What follows belongs to an exercise in optimizing a design on an open flow for small area, a short achievable clock period and few clock cycles per item; a production flow would make more cautious choices. In this exercise RTL edits were held to simulation tests only and were not proved equivalent to the original. Power is estimated from default activity; no workload was simulated.

Setup of alpha:
==> flow/design.v (excerpt) <==
module bodega_tx (
    input  wire        clk,
    input  wire        rst,
    input  wire        req_valid,
    input  wire [31:0] req_word,
    output wire        req_ready,
    input  wire [11:0] rd_addr,
    output reg  [15:0] rd_data
);
For scale: about 1,900 cells after synthesis, ~420 flip-flops, roughly 64 I/O pins, ~22,000 um2 of cells after synthesis.
export LEC_CHECK = 0
export CAP_MARGIN = 20
export CORE_MARGIN = 2
export CORE_UTILIZATION = 40
export SETUP_SLACK_MARGIN = 5
export SLEW_MARGIN = 20
create_clock -name core_clock -period 12.0 [get_ports {clk}]
standard.sh (not shown) runs the stock make flow with config.mk's settings and CLKGATE_MAP_FILE= SYNTH_SCRIPT=/design/flow/synth_recipe.tcl, a recipe that flattens the netlist after the stock synthesis.
==> flow/flow/run.sh <==
#!/bin/bash
# Own layout flow: the standard flow (standard.sh) with two changes,
#  - the port buffers are plain buf_2 cells (the default choice here is a
#    delay cell, clkdlybuf4s50_1, that timing repair cannot resize away),
#  - clock tree synthesis inserts no dummy loads.
# Synthesis is the standard one, run unchanged. Each step's full output
# goes to a log file in the work folder.
set -euo pipefail
bash standard.sh synth > flow_synth.log 2>&1
bash standard.sh \
  "BUFFER_PORTS_ARGS=-buffer_cell sky130_fd_sc_hd__buf_2" \
  "CTS_ARGS=-sink_clustering_enable -repair_clock_nets -dont_use_dummy_load" \
  finish > flow_layout.log 2>&1
Testbench counts of alpha, summed over its fixed seeds: cycles 3,588, frames 918.
> inputs changed (alpha -> beta)
==> flow/run.sh (new file) <==
#!/bin/bash
# synth_recipe.tcl (not shown) runs the flow's synth.tcl, then flattens the netlist and writes it again
# the make line also repeats each setting of config.mk as NAME=value (left out here)
make -C /OpenROAD-flow-scripts/flow DESIGN_CONFIG=/design/flow/config.mk WORK_HOME=/design/flow/orfs CLKGATE_MAP_FILE= SYNTH_SCRIPT=/design/flow/synth_recipe.tcl finish
removed: flow/flow/run.sh
removed: flow/standard.sh
Notes after the runs:
Final critical-path setup slack, beta and alpha: lower on beta. Compared with alpha, beta ends up with more cell area. beta against alpha; via count of the first global-routing pass is up by a few percent. Between alpha and beta, the flow reports combinational power increasing by a few percent.
Inputs modified between beta and gamma:
Settings: swapping 5 for 4.7 in SETUP_SLACK_MARGIN.
==> flow/flow/run.sh (new file) <==
#!/bin/bash
# Own layout flow: the standard flow (standard.sh) with two changes,
#  - the port buffers are plain buf_2 cells (the default choice here is a
#    delay cell, clkdlybuf4s50_1, that timing repair cannot resize away),
#  - clock tree synthesis inserts no dummy loads.
# Synthesis is the standard one, run unchanged. Each step's full output
# goes to a log file in the work folder.
set -euo pipefail
bash standard.sh synth > flow_synth.log 2>&1
bash standard.sh \
  "BUFFER_PORTS_ARGS=-buffer_cell sky130_fd_sc_hd__buf_2" \
  "CTS_ARGS=-sink_clustering_enable -repair_clock_nets -dont_use_dummy_load -sink_clustering_size 30 -sink_clustering_max_diameter 80" \
  finish > flow_layout.log 2>&1
==> flow/standard.sh (new file) <==
#!/bin/bash
# synth_recipe.tcl (not shown) runs the flow's synth.tcl, then flattens the netlist and writes it again
# the make line also repeats each setting of config.mk as NAME=value (left out here)
make -C /OpenROAD-flow-scripts/flow DESIGN_CONFIG=/design/flow/config.mk WORK_HOME=/design/flow/orfs CLKGATE_MAP_FILE= SYNTH_SCRIPT=/design/flow/synth_recipe.tcl "${@:-finish}"
removed: flow/run.sh
[gamma vs beta] smallest setup slack after layout: lower in gamma. The lower reg-to-reg setup timing slack of beta and gamma is in gamma. NOTE non-clock buffer count beta->gamma decreased by more than a quarter. Going from beta to gamma, delay of the slowest critical-path stage dropped 190 ps, total power draw down about 14%, met1 layer wirelength in the final routing shows a reduction of 2.7 mm.


Starting RTL as in the previous note.
clock: 12.0 ns
lec_check: 0
cap_margin: 20
core_margin: 2
core_utilization: 40
setup_slack_margin: 5
slew_margin: 20
==> flow/flow/run.sh <==
#!/bin/bash
# Own layout flow: the standard flow (standard.sh) with two changes,
#  - the port buffers are plain buf_2 cells (the default choice here is a
#    delay cell, clkdlybuf4s50_1, that timing repair cannot resize away),
#  - clock tree synthesis inserts no dummy loads.
# Synthesis is the standard one, run unchanged. Each step's full output
# goes to a log file in the work folder.
set -euo pipefail
bash standard.sh synth > flow_synth.log 2>&1
bash standard.sh \
  "BUFFER_PORTS_ARGS=-buffer_cell sky130_fd_sc_hd__buf_2" \
  "CTS_ARGS=-sink_clustering_enable -repair_clock_nets -dont_use_dummy_load" \
  "SETUP_SLACK_MARGIN=6" finish > flow_layout.log 2>&1
Testbench counts at the start, summed over its fixed seeds: cycles 3,588, frames 918.
Edit:
--- a/flow/flow/run.sh
+++ b/flow/flow/run.sh
@@ -12,2 +12,2 @@
-  "CTS_ARGS=-sink_clustering_enable -repair_clock_nets -dont_use_dummy_load" \
-  "SETUP_SLACK_MARGIN=6" finish > flow_layout.log 2>&1
+  "CTS_ARGS=-sink_clustering_enable -repair_clock_nets -dont_use_dummy_load -sink_clustering_size 30 -sink_clustering_max_diameter 80" \
+  finish > flow_layout.log 2>&1
ABC_AREA = 1   (was not set)
Outcome:
- The changed run ran to the end with no violations
- total power came out lower by 14%
- synthesized area went up by 7.6%
- clock power went down by 29%
- cell count rises by 32%
- setup slack gets better by 0.15 ns
- final area decreases by 2.8%
- wire length went down by 3.0%
Edit:
ABC_AREA = not set   (was 1)
CAP_MARGIN = 0   (was 20)
SLEW_MARGIN = 0   (was 20)
Result: The changed run completed without violations. Design area falls by about 8%. Clock-buffer cell count falls by 1. Clock skew falls by 0.046 ns. Cell count falls by 28%. Power rises by about 2.5%. Fmax falls by about 0.9%. Via count falls by about 17%. Setup slack degrades by 0.066 ns. Worst hold slack degrades by 0.018 ns.
Edit:
--- a/flow/flow/run.sh
+++ b/flow/flow/run.sh
@@ -13 +13 @@
-  finish > flow_layout.log 2>&1
+  "RECOVER_POWER=100" finish > flow_layout.log 2>&1
CAP_MARGIN = 20   (was 0)
SLEW_MARGIN = 20   (was 0)
=> The changed run completed, yet does not pass: max-capacitance violations, max-slew violations; setup slack degrades by 2.2 ns; cell area barely changes; via count went up by 0.66%; critical path depth is unchanged; sequential power barely changes; synthesized area is unchanged; sequential share of layout area went up by 0.14 points; die area is unchanged; register-to-register slack degrades by 0.52 ns.
Edit:
--- a/flow/flow/run.sh
+++ b/flow/flow/run.sh
@@ -13 +13 @@
-  "RECOVER_POWER=100" finish > flow_layout.log 2>&1
+  finish > flow_layout.log 2>&1
After rerunning: The changed run went through all stages and came out clean; sequential share of layout area goes down by 0.32 points; clock skew hardly moves; design area goes up by 0.64%; count of clock-buffer cells in the layout does not change; power barely changes; die area is unchanged; area after synthesis stays the same; hold slack hardly moves.
Edit:
CAP_MARGIN = 0   (was 20)
PLACE_DENSITY = 0.75   (was not set)
SLEW_MARGIN = 0   (was 20)
After rerunning: Now the flow finished with max-capacitance violations, max-slew violations left; design area hardly moves; wire length drops by 4.6%; total power drops by 0.62%.

[re-timing with driven ports]
No port has a modelled driver above. Below, the same layouts with a new extraction and two added sets of constraints. Step 1 assumes that a clkbuf_16 drives the clock port and a buf_2 every other input. Step 2 adds t to the input delays and takes it off the output delays; t is the mean of the earliest and latest rising clock arrival at the registers after step 1. Input paths then give back, and output paths get back, about the clock's delay inside the block. a / b / c = ideal ports / drivers / drivers and shift; a / b = the first two.
run	t, ns	setup WS [ns]	worst setup path at the end	worst data-port slew with drivers (ns)
alpha	0.625	4.986 / 4.773 / 4.644	input to register	0.26
beta	0.659	4.779 / 4.738 / 4.657	input to register	0.07
gamma	0.635	4.676 / 4.637 / 4.419	input to register	0.05
the first run of note 2	0.637	4.845 / 4.764 / 4.764	input to output	0.16
the second run of note 2	0.641	4.999 / 4.977 / 4.977	input to output	0.04
the third run of note 2	0.629	4.933 / 4.772 / 4.650	input to register	0.26
the fourth run of note 2	0.637	2.743 / 2.706 / 2.706	input to output	0.29
the fifth run of note 2	0.633	4.919 / 4.748 / 4.674	input to register	0.27
the sixth run of note 2	0.623	4.964 / 4.797 / 4.528	input to register	0.26
For the sixth run of note 2, which loses most, drivers alone change the setup slack by -0.167 ns; drivers and shift together by -0.436 ns.
